Background: an optimization exercise with open tools, aiming at small area, a short achievable clock period and few clock cycles. Do not read the settings as production practice. In this exercise RTL edits were held to simulation tests only and were not proved equivalent to the original. Power is estimated from default activity; no workload was simulated.

==> design.v <==
module cvid_yuv2rgb (
    input  wire [7:0] y,
    input  wire [7:0] u,
    input  wire [7:0] v,
    output wire [7:0] r,
    output wire [7:0] g,
    output wire [7:0] b
);
    wire signed [10:0] ys = $signed({3'b000, y});
    wire signed [10:0] us = $signed({3'b000, u}) - 11'sd128;
    wire signed [10:0] vs = $signed({3'b000, v}) - 11'sd128;
    wire signed [10:0] us_r = us + $signed({10'd0, us[10]});
    wire signed [10:0] uh = us_r >>> 1;
    wire signed [10:0] rs = ys + (vs <<< 1);
    wire signed [10:0] gs = ys - uh - vs;
    wire signed [10:0] bs = ys + (us <<< 1);
    function [7:0] clip;
        input signed [10:0] a;
        begin
            if (a < 0)
                clip = 8'd0;
            else if (a > 11'sd255)
                clip = 8'd255;
            else
                clip = a[7:0];
        end
    endfunction
    assign r = clip(rs);
    assign g = clip(gs);
    assign b = clip(bs);
endmodule
module cvid_engine (
    input  wire        clk,
    input  wire        rst,
    input  wire        cmd_valid,
    output wire        cmd_ready,
    input  wire [7:0]  cmd_id,
    input  wire [23:0] cmd_size,
    input  wire [15:0] cmd_width,
    input  wire [15:0] cmd_height,
    input  wire [15:0] cmd_top,
    input  wire [15:0] cmd_bottom,
    input  wire        in_valid,
    output wire        in_ready,
    input  wire [7:0]  in_data,
    output wire        cb_rd_en,
    output wire        cb_wr_en,
    output wire [8:0]  cb_addr,
    output wire [47:0] cb_wdata,
    input  wire [47:0] cb_rdata,
    output wire        px_valid,
    input  wire        px_ready,
    output wire [15:0] px_x,
    output wire [15:0] px_y,
    output wire [3:0]  px_mask,
    output wire [95:0] px_data
);
    localparam [4:0] S_IDLE   = 5'd0,
                     S_READ   = 5'd1,
                     S_L_ATT  = 5'd2,
                     S_L_FLAG = 5'd3,
                     S_L_DEC  = 5'd4,
                     S_L_WR   = 5'd5,
                     S_V_BLK  = 5'd6,
                     S_V_SKIP = 5'd7,
                     S_V_SKW  = 5'd8,
                     S_V_SKT  = 5'd9,
                     S_V_SEL  = 5'd10,
                     S_V_SLW  = 5'd11,
                     S_V_SLT  = 5'd12,
                     S_V_IDX  = 5'd13,
                     S_V_LOOK = 5'd14,
                     S_V_LCAP = 5'd15,
                     S_V_PNT  = 5'd16;
    reg  [4:0]  state;
    reg  [4:0]  ret_state;       
    reg  [2:0]  rd_cnt;          
    reg  [47:0] shreg;           
    reg  [7:0]  cid;
    reg  [23:0] rem;             
    reg  [15:0] width;
    reg  [15:0] height;
    reg  [15:0] bottom;
    reg  [8:0]  li;
    reg  [31:0] lflag;
    reg  [31:0] lmask;
    reg  [16:0] bx;
    reg  [16:0] by;
    reg  [31:0] skf, skm;
    reg  [31:0] slf, slm;
    reg         is_v1;
    reg  [1:0]  q;               
    reg  [47:0] ent0, ent1, ent2, ent3;
    wire        l_cond  = cid[0];
    wire        l_four  = cid[2];
    wire        l_v1    = cid[1];
    wire [2:0]  l_n     = l_four ? 3'd4 : 3'd6;
    wire        v_skipen = cid[0];
    wire        v_selen  = ~cid[1];
    wire is_loader = (cmd_id[7:3] == 5'b00100);
    wire is_vector = (cmd_id == 8'h30) || (cmd_id == 8'h31) || (cmd_id == 8'h32);
    wire [31:0] lmask_sh = lmask >> 1;
    wire [31:0] skm_sh   = skm >> 1;
    wire [31:0] slm_sh   = slm >> 1;
    wire        l_update = ~l_cond | ((lflag & lmask) != 32'd0);
    assign cmd_ready = (state == S_IDLE);
    assign in_ready  = (state == S_READ);
    reg [7:0] look_idx;
    always @(*) begin
        case (q)
            2'd0: look_idx = shreg[31:24];
            2'd1: look_idx = shreg[23:16];
            2'd2: look_idx = shreg[15:8];
            default: look_idx = shreg[7:0];
        endcase
        if (is_v1)
            look_idx = shreg[7:0];
    end
    assign cb_wr_en = (state == S_L_WR);
    assign cb_rd_en = (state == S_V_LOOK);
    assign cb_addr  = cb_wr_en ? {l_v1, li[7:0]} : {is_v1, look_idx};
    assign cb_wdata = l_four ? {shreg[31:0], 8'd128, 8'd128}
                             : {shreg[47:16], shreg[15:8] + 8'd128, shreg[7:0] + 8'd128};
    function [7:0] luma;
        input [47:0] e;
        input [1:0]  k;
        begin
            case (k)
                2'd0: luma = e[47:40];
                2'd1: luma = e[39:32];
                2'd2: luma = e[31:24];
                default: luma = e[23:16];
            endcase
        end
    endfunction
    wire        row_lo = q[1];       
    wire        row_od = q[0];       
    wire [47:0] e_left  = is_v1 ? ent0 : (row_lo ? ent2 : ent0);
    wire [47:0] e_right = is_v1 ? ent0 : (row_lo ? ent3 : ent1);
    wire [7:0] py0 = is_v1 ? luma(ent0, {row_lo, 1'b0}) : luma(e_left,  {row_od, 1'b0});
    wire [7:0] py1 = is_v1 ? luma(ent0, {row_lo, 1'b0}) : luma(e_left,  {row_od, 1'b1});
    wire [7:0] py2 = is_v1 ? luma(ent0, {row_lo, 1'b1}) : luma(e_right, {row_od, 1'b0});
    wire [7:0] py3 = is_v1 ? luma(ent0, {row_lo, 1'b1}) : luma(e_right, {row_od, 1'b1});
    wire [7:0] r0, g0, b0, r1, g1, b1, r2, g2, b2, r3, g3, b3;
    cvid_yuv2rgb u_c0 (.y(py0), .u(e_left[15:8]),  .v(e_left[7:0]),  .r(r0), .g(g0), .b(b0));
    cvid_yuv2rgb u_c1 (.y(py1), .u(e_left[15:8]),  .v(e_left[7:0]),  .r(r1), .g(g1), .b(b1));
    cvid_yuv2rgb u_c2 (.y(py2), .u(e_right[15:8]), .v(e_right[7:0]), .r(r2), .g(g2), .b(b2));
    cvid_yuv2rgb u_c3 (.y(py3), .u(e_right[15:8]), .v(e_right[7:0]), .r(r3), .g(g3), .b(b3));
    wire [16:0] row_y = by + {15'd0, q};
    wire        row_in = row_y < {1'b0, height};
    assign px_valid = (state == S_V_PNT);
    assign px_x     = bx[15:0];
    assign px_y     = row_y[15:0];
    assign px_data  = {r3, g3, b3, r2, g2, b2, r1, g1, b1, r0, g0, b0};
    assign px_mask  = {row_in && (bx + 17'd3 < {1'b0, width}),
                       row_in && (bx + 17'd2 < {1'b0, width}),
                       row_in && (bx + 17'd1 < {1'b0, width}),
                       row_in && (bx        < {1'b0, width})};
    always @(posedge clk) begin
        if (rst) begin
            state <= S_IDLE;
        end else begin
            case (state)
            S_IDLE: begin
                if (cmd_valid) begin
                    cid    <= cmd_id;
                    rem    <= cmd_size;
                    width  <= cmd_width;
                    height <= cmd_height;
                    bottom <= cmd_bottom;
                    li     <= 9'd0;
                    lflag  <= 32'd0;
                    lmask  <= 32'd0;
                    bx     <= 17'd0;
                    by     <= {1'b0, cmd_top};
                    skf    <= 32'd0;
                    skm    <= 32'd0;
                    slf    <= 32'd0;
                    slm    <= 32'd0;
                    if (is_loader)
                        state <= S_L_ATT;
                    else if (is_vector)
                        state <= S_V_BLK;
                end
            end
            S_READ: begin
                if (in_valid) begin
                    shreg  <= {shreg[39:0], in_data};
                    rem    <= rem - 24'd1;
                    rd_cnt <= rd_cnt - 3'd1;
                    if (rd_cnt == 3'd1)
                        state <= ret_state;
                end
            end
            S_L_ATT: begin
                if (li == 9'd256) begin
                    state <= S_IDLE;
                end else if (l_cond) begin
                    if (lmask_sh == 32'd0) begin
                        if (rem < 24'd4) begin
                            state <= S_IDLE;
                        end else begin
                            rd_cnt    <= 3'd4;
                            ret_state <= S_L_FLAG;
                            state     <= S_READ;
                        end
                    end else begin
                        lmask <= lmask_sh;
                        state <= S_L_DEC;
                    end
                end else begin
                    state <= S_L_DEC;
                end
            end
            S_L_FLAG: begin
                lflag <= shreg[31:0];
                lmask <= 32'h8000_0000;
                state <= S_L_DEC;
            end
            S_L_DEC: begin
                if (l_update) begin
                    if (rem < {21'd0, l_n}) begin
                        state <= S_IDLE;
                    end else begin
                        rd_cnt    <= l_n;
                        ret_state <= S_L_WR;
                        state     <= S_READ;
                    end
                end else begin
                    li    <= li + 9'd1;
                    state <= S_L_ATT;
                end
            end
            S_L_WR: begin
                li    <= li + 9'd1;
                state <= S_L_ATT;
            end
            S_V_BLK: begin
                if (by >= {1'b0, bottom}) begin
                    state <= S_IDLE;
                end else if (bx >= {1'b0, width}) begin
                    bx <= 17'd0;
                    by <= by + 17'd4;
                end else if (v_skipen) begin
                    state <= S_V_SKIP;
                end else begin
                    state <= S_V_SEL;
                end
            end
            S_V_SKIP: begin
                if (skm_sh == 32'd0) begin
                    if (rem < 24'd4) begin
                        state <= S_IDLE;
                    end else begin
                        rd_cnt    <= 3'd4;
                        ret_state <= S_V_SKW;
                        state     <= S_READ;
                    end
                end else begin
                    skm   <= skm_sh;
                    state <= S_V_SKT;
                end
            end
            S_V_SKW: begin
                skf   <= shreg[31:0];
                skm   <= 32'h8000_0000;
                state <= S_V_SKT;
            end
            S_V_SKT: begin
                if ((skf & skm) != 32'd0) begin
                    bx    <= bx + 17'd4;
                    state <= S_V_BLK;
                end else begin
                    state <= S_V_SEL;
                end
            end
            S_V_SEL: begin
                if (!v_selen) begin
                    is_v1 <= 1'b1;
                    state <= S_V_IDX;
                end else if (slm_sh == 32'd0) begin
                    if (rem < 24'd4) begin
                        state <= S_IDLE;
                    end else begin
                        rd_cnt    <= 3'd4;
                        ret_state <= S_V_SLW;
                        state     <= S_READ;
                    end
                end else begin
                    slm   <= slm_sh;
                    state <= S_V_SLT;
                end
            end
            S_V_SLW: begin
                slf   <= shreg[31:0];
                slm   <= 32'h8000_0000;
                state <= S_V_SLT;
            end
            S_V_SLT: begin
                is_v1 <= ((slf & slm) == 32'd0);
                state <= S_V_IDX;
            end
            S_V_IDX: begin
                if (rem < (is_v1 ? 24'd1 : 24'd4)) begin
                    state <= S_IDLE;
                end else begin
                    rd_cnt    <= is_v1 ? 3'd1 : 3'd4;
                    ret_state <= S_V_LOOK;
                    state     <= S_READ;
                    q         <= 2'd0;
                end
            end
            S_V_LOOK: begin
                state <= S_V_LCAP;
            end
            S_V_LCAP: begin
                case (q)
                    2'd0: ent0 <= cb_rdata;
                    2'd1: ent1 <= cb_rdata;
                    2'd2: ent2 <= cb_rdata;
                    default: ent3 <= cb_rdata;
                endcase
                q <= q + 2'd1;
                if (is_v1 || q == 2'd3) begin
                    q     <= 2'd0;
                    state <= S_V_PNT;
                end else begin
                    state <= S_V_LOOK;
                end
            end
            S_V_PNT: begin
                if (px_ready) begin
                    q <= q + 2'd1;
                    if (q == 2'd3) begin
                        bx    <= bx + 17'd4;
                        state <= S_V_BLK;
                    end
                end
            end
            default: state <= S_IDLE;
            endcase
        end
    end
endmodule
==> run.sh <==
#!/bin/bash
# synth_recipe.tcl (not shown) runs the flow's synth.tcl, then flattens the netlist and writes it again
# the make line also repeats each setting of config.mk as NAME=value (left out here)
make -C /OpenROAD-flow-scripts/flow DESIGN_CONFIG=/design/flow/config.mk WORK_HOME=/design/flow/orfs CLKGATE_MAP_FILE= SYNTH_SCRIPT=/design/flow/synth_recipe.tcl finish
==> config.mk <==
export PLATFORM = sky130hd
export DESIGN_NAME = cvid_engine
export DESIGN_NICKNAME = cvid_engine
export VERILOG_FILES = /design/flow/design.v
export SDC_FILE = /design/flow/constraint.sdc
export NUM_CORES = 4
export LEC_CHECK = 0
export CAP_MARGIN = 20
export CORE_MARGIN = 2
export CORE_UTILIZATION = 40
export SLEW_MARGIN = 20
==> constraint.sdc <==
create_clock -name core_clock -period 9.0 [get_ports {clk}]
set_input_delay 1.8000 -clock core_clock [delete_from_list [all_inputs] [get_ports {clk}]]
set_output_delay 1.8000 -clock core_clock [all_outputs]
set_load 0.01 [all_outputs]
==> impl_metrics.env <==
export IMPL_status="no timing/DRC/antenna violations"
export IMPL_drtPass1Iterations=5
export IMPL_area_growth_syn_to_layout_pct=21.73
export IMPL_sw_frac_of_total_pct=27.86
export IMPL_fin_worst_skew_ns=0.05927
export IMPL_worst_setup_path_end_kind="output port"
export IMPL_wl_met1_um=40490
export IMPL_hold_slack_ns=0.4467
export IMPL_ys_flop_type="edfxtp_1"
export IMPL_place_congestion=0.9004
export IMPL_hold_path_depth=0
export IMPL_routed_wl_um=93450
export IMPL_cts_root_buffer="clkbuf_16"
export IMPL_fin_util_pct=49.34
export IMPL_slowest_delay_ns=0.59
export IMPL_cts_root_to_sink_buffers=3
export IMPL_netSwitchingPower_mw=2.070
export IMPL_holdPathEnd="shreg[47]$_DFFE_PP_"
export IMPL_clock_power_share_pct=35.1
export IMPL_intPower_mw=5.361
export IMPL_ctsHoldBuffers=0
export IMPL_tns_ns=0
export IMPL_period_share_pct=95.11
export IMPL_dieHeight_um=284.4
export IMPL_r2r_start="state[0]$_SDFFE_PP0P_"
export IMPL_critPathMostFrequentCell="ha_1"
export IMPL_port_buffers=348
export IMPL_cts_sinks=563
export IMPL_tightest_slew_ns=0.9815
export IMPL_grt_max_degree=67
export IMPL_synth_cell_types=90
export IMPL_wl_per_cell_um=22.90
export IMPL_grt_pass1_vias=22553
export IMPL_placed_cell_area_mm2=0.03613
export IMPL_p_per_area_mw_per_mm2=194.1
export IMPL_vias=22437
export IMPL_io_pins=351
export IMPL_p_leak_nw=14.42
export IMPL_core_region_area_mm2=0.07759
export IMPL_crit_chain="inv_2 > mux2i_2 > inv_1 > ha_1 > xnor2_1 > inv_1 > ha_1 > a21o_1 > maj3_2 > a221oi_4 > xnor2_1 > ha_1 > or2_2 > a21oi_1 > a21oi_1 > a221oi_1 > xor2_1 > a311oi_1 > clkdlybuf4s50_1"
export IMPL_fin_crit_ns=8.560
export IMPL_ant_nets=0
export IMPL_synth_edf_count=558
export IMPL_clkTransAtPathRegs_ns=0.06
export IMPL_insertion_delay_ns=0.65
export IMPL_cp_max_fo=7
export IMPL_max_freq_ghz=0.1168
export IMPL_cts_buffers=60
export IMPL_antenna_found_initial=11
export IMPL_via_per_inst=5.499
export IMPL_drt_iter0_markers=1952
export IMPL_irDropWorstVdd_mv=0.1581
export IMPL_htreeDepth=2
export IMPL_grt_overflow=0
export IMPL_dr_wl_met2_um=44840
export IMPL_track_usage_pct=22.64
export IMPL_yosys_warnings=2
export IMPL_die_area_mm2=0.08088
export IMPL_top_layer="met5"
export IMPL_crit_arrival_ns=6.76
export IMPL_wl_met3_um=5675
export IMPL_syn_cell_area_mm2=0.03145
export IMPL_nets=3342
export IMPL_setup_worst_path_class="reg2out"
export IMPL_remaining_drc_errors=0
export IMPL_fill_cells=6906
export IMPL_setup_viol=0
export IMPL_rsz0062_at_grt="false"
export IMPL_async_flop_share_pct=0
export IMPL_cap_violations=0
export IMPL_dieWidth_um=284.4
export IMPL_synth_seq_cells=563
export IMPL_hold_viol_final=0
export IMPL_r2r_end="shreg[44]$_DFFE_PP_"
export IMPL_relSlewSlack_pct=33.88
export IMPL_num_rows=102
export IMPL_avgSynthCellArea_um2=11.92
export IMPL_drive_gt1_share_pct=8.797
export IMPL_reg2reg_slack_ns=5.33
export IMPL_ys_seq_area_share_pct=53.60
export IMPL_reg2regPathDepth=7
export IMPL_grt_pass1_wl_um=140300
export IMPL_worstPathRequired_ns=7.20
export IMPL_cp_slowest_cell="clkdlybuf4s50_1"
export IMPL_power_frac_comb_pct=16.4
export IMPL_cts_tree="yes"
export IMPL_netlist_instances=2638
export IMPL_hold_class="reg2reg"
export IMPL_hpwl_um=69500
export IMPL_pwr_share_seq_pct=48.5
export IMPL_initial_utilization_pct=40.53
export IMPL_final_area_mm2=0.03828
export IMPL_start_kind="register"
export IMPL_hold_start="shreg[39]$_DFFE_PP_"
export IMPL_drv_slew=0
how the worst max path moves through the flow:
| stage | start | end | slack (ns) | cells past startpoint |
|---|---|---|---|---|
| 2_1_floorplan | q[0]$_SDFFCE_PN0P_ | px_data[58] | 1.75 | 19 |
| 3_3_place_gp | is_v1$_SDFFCE_PN1P_ | px_data[57] | 1.23 | 19 |
| 3_5_place_dp | is_v1$_SDFFCE_PN1P_ | px_data[62] | 1.00 | 20 |
| 4_1_cts | is_v1$_SDFFCE_PN1P_ | px_data[62] | 0.27 | 20 |
| 5_1_grt | is_v1$_SDFFCE_PN1P_ | px_data[59] | 0.06 | 19 |
| 6_report | is_v1$_SDFFCE_PN1P_ | px_data[59] | 0.44 | 19 |
area by class of cell:
type	instances	area (um2)	share of cell area (%)
clock inverters	40	531.8	1.389
diodes	5	12.51	0.03268
multi-input cells	1793	13540	35.37
flip-flops and latches	563	16860	44.03
repair buffers	390	3799	9.922
clock buffers	72	1577	4.118
inverters	177	664.4	1.735
well taps	1040	1301	3.399
sequential cells by signal, indices dropped and copies added, names as in the netlist, 4 cells and up:
register	flops
by	17
slm	32
skf	32
ent0	48
lflag	32
bottom	16
lmask	32
width	16
state	5
rem	24
ret_state	4
skm	32
bx	15
ent3	48
height	16
li	9
ent1	48
ent2	48
slf	32
shreg	48
cell usage after synthesis (6+ instances only):
cell type / count / share of area, %
edfxtp_1: 558 / 53
ha_1: 171 / 6.8
inv_1: 169 / 2.0
a21oi_1: 157 / 2.5
nand2_1: 153 / 1.8
nor2_1: 140 / 1.7
and2_1: 116 / 2.3
and3_1: 110 / 2.2
xnor2_1: 104 / 2.9
o21ai_0: 82 / 1.3
clkbuf_1: 70 / 0.84
a21o_1: 61 / 1.5
o21a_1: 52 / 1.2
xor2_1: 50 / 1.4
mux2i_1: 48 / 1.5
mux2_2: 45 / 1.6
nand3_1: 40 / 0.64
nor2b_1: 39 / 0.78
nor4_1: 37 / 0.74
nor3_1: 30 / 0.48
fa_1: 29 / 1.8
a22oi_1: 28 / 0.67
o21bai_1: 28 / 0.67
nand4_1: 27 / 0.54
nand2b_1: 25 / 0.50
mux4_2: 23 / 1.6
a221oi_1: 18 / 0.50
buf_4: 17 / 0.41
a31oi_1: 15 / 0.30
o21ai_1: 14 / 0.22
a22o_1: 13 / 0.36
or3_1: 11 / 0.22
a222oi_1: 9 / 0.29
buf_1: 8 / 0.095
buf_2: 8 / 0.13
mux2_1: 8 / 0.29
a211oi_1: 7 / 0.17
a311oi_1: 7 / 0.19
inv_2: 6 / 0.072
o211ai_1: 6 / 0.14
critical path: cells and delay by family (launching register included):
| family | cells | cell delay [ns] |
|---|---|---|
| adders and majority gates | 4 | 1.28 |
| buffers and inverters | 4 | 1.15 |
| DFF | 1 | 0.57 |
| muxes | 1 | 0.45 |
| xor gates and xnor gates | 3 | 0.69 |
| AOI/OAI and AO/OA | 6 | 1.63 |
| and+or+nand+nor | 1 | 0.32 |
cells by family (layout without fill, tap and decap cells):
kind of cell               Yosys count  after routing  synth area share [%]
and+or+nand+nor                    757            757                 12.66
DFF                                563            563                 53.60
AOI/OAI and AO/OA                  548            548                 11.59
buffers and inverters              283            679                 3.696
adders and majority gates          202            202                 8.717
xor gates and xnor gates           156            156                 4.432
muxes                              128            128                 5.303
other                                1              7               0.01192
layout by cell type (no fill, tap or decap), types with 8 or more instances in the layout:
master and instances:
a21o_1 61, a21oi_1 152, a221oi_1 18, a222oi_1 9
a22o_1 13, a22oi_1 28, a31oi_1 15, and2_1 112
and3_1 110, buf_4 42, bufinv_16 10, clkbuf_1 9
clkbuf_16 60, clkdlybuf4s50_1 348, clkinv_2 19, edfxtp_1 558
fa_1 29, ha_1 171, inv_1 169, mux2_1 8
mux2_2 45, mux2i_1 47, mux4_2 23, nand2_1 152
nand2b_1 25, nand3_1 40, nand4_1 27, nor2_1 136
nor2b_1 38, nor3_1 27, nor4_1 37, o21a_1 52
o21ai_0 81, o21ai_1 14, o21bai_1 28, or3_1 11
xnor2_1 104, xor2_1 50
metal layers:
layer  vias to the layer above  global-route usage [%]
met5                         -                       0
met3                       159                   3.740
met1                     11093                   30.55
met2                       697                   37.58
met4                        12                   6.553
li1                      10476                       -
repair_timing:
action	in CTS	in global routing
buffers inserted	0	2
resized for setup	0	4
endpoints found under the setup margin	0	16
stage by stage:
step / setup slack, ns / power, mW / cells
global placement: 1.229 / 4.828 / 3960
floorplan: 1.749 / 4.289 / 2639
CTS: 0.2737 / 7.485 / 4073
detailed placement: 1.004 / 4.867 / 3961
finish: 0.4398 / 7.431 / 4080
global route: 0.05668 / 7.739 / 4079
power groups by stage:
| stage | combinational, mW | sequential [mW] | clock [mW] |
|---|---|---|---|
| 3_5_place_dp | 1.22 | 3.65 | 0 |
| 6_report | 1.21 | 3.61 | 2.61 |
| 2_1_floorplan | 0.759 | 3.53 | 0 |
| 3_3_place_gp | 1.18 | 3.65 | 0 |
| 5_1_grt | 1.33 | 3.64 | 2.77 |
| 4_1_cts | 1.22 | 3.60 | 2.66 |
Testbench counts, summed over its fixed seeds: cycles 391,836.

re-timing with driven ports:
Ports are ideal in the flow. The routed layout listed here was re-timed in OpenROAD.
Step 1: set_driving_cell puts a clkbuf_16 on clk and a buf_2 on each other input, an assumption about the parent block.
Step 2 times the ports against the registers' clock, not the clock port: input delays grow and output delays shrink by t, the midpoint of the rising clock arrivals with the driver on.
a / b / c = no drivers / after step 1 / after step 2; a / b = the first two.
t (ns): 0.685
slack for setup (ns): 0.440 / 0.377 / 1.062
clock arrival spread, ns: 0.061 / 0.061
slew at the worst register clock pin (ns): 0.07 / 0.07
After both steps setup and hold are still met in this run. For this run, drivers alone change the setup slack by -0.063 ns; drivers and shift together by +0.622 ns.
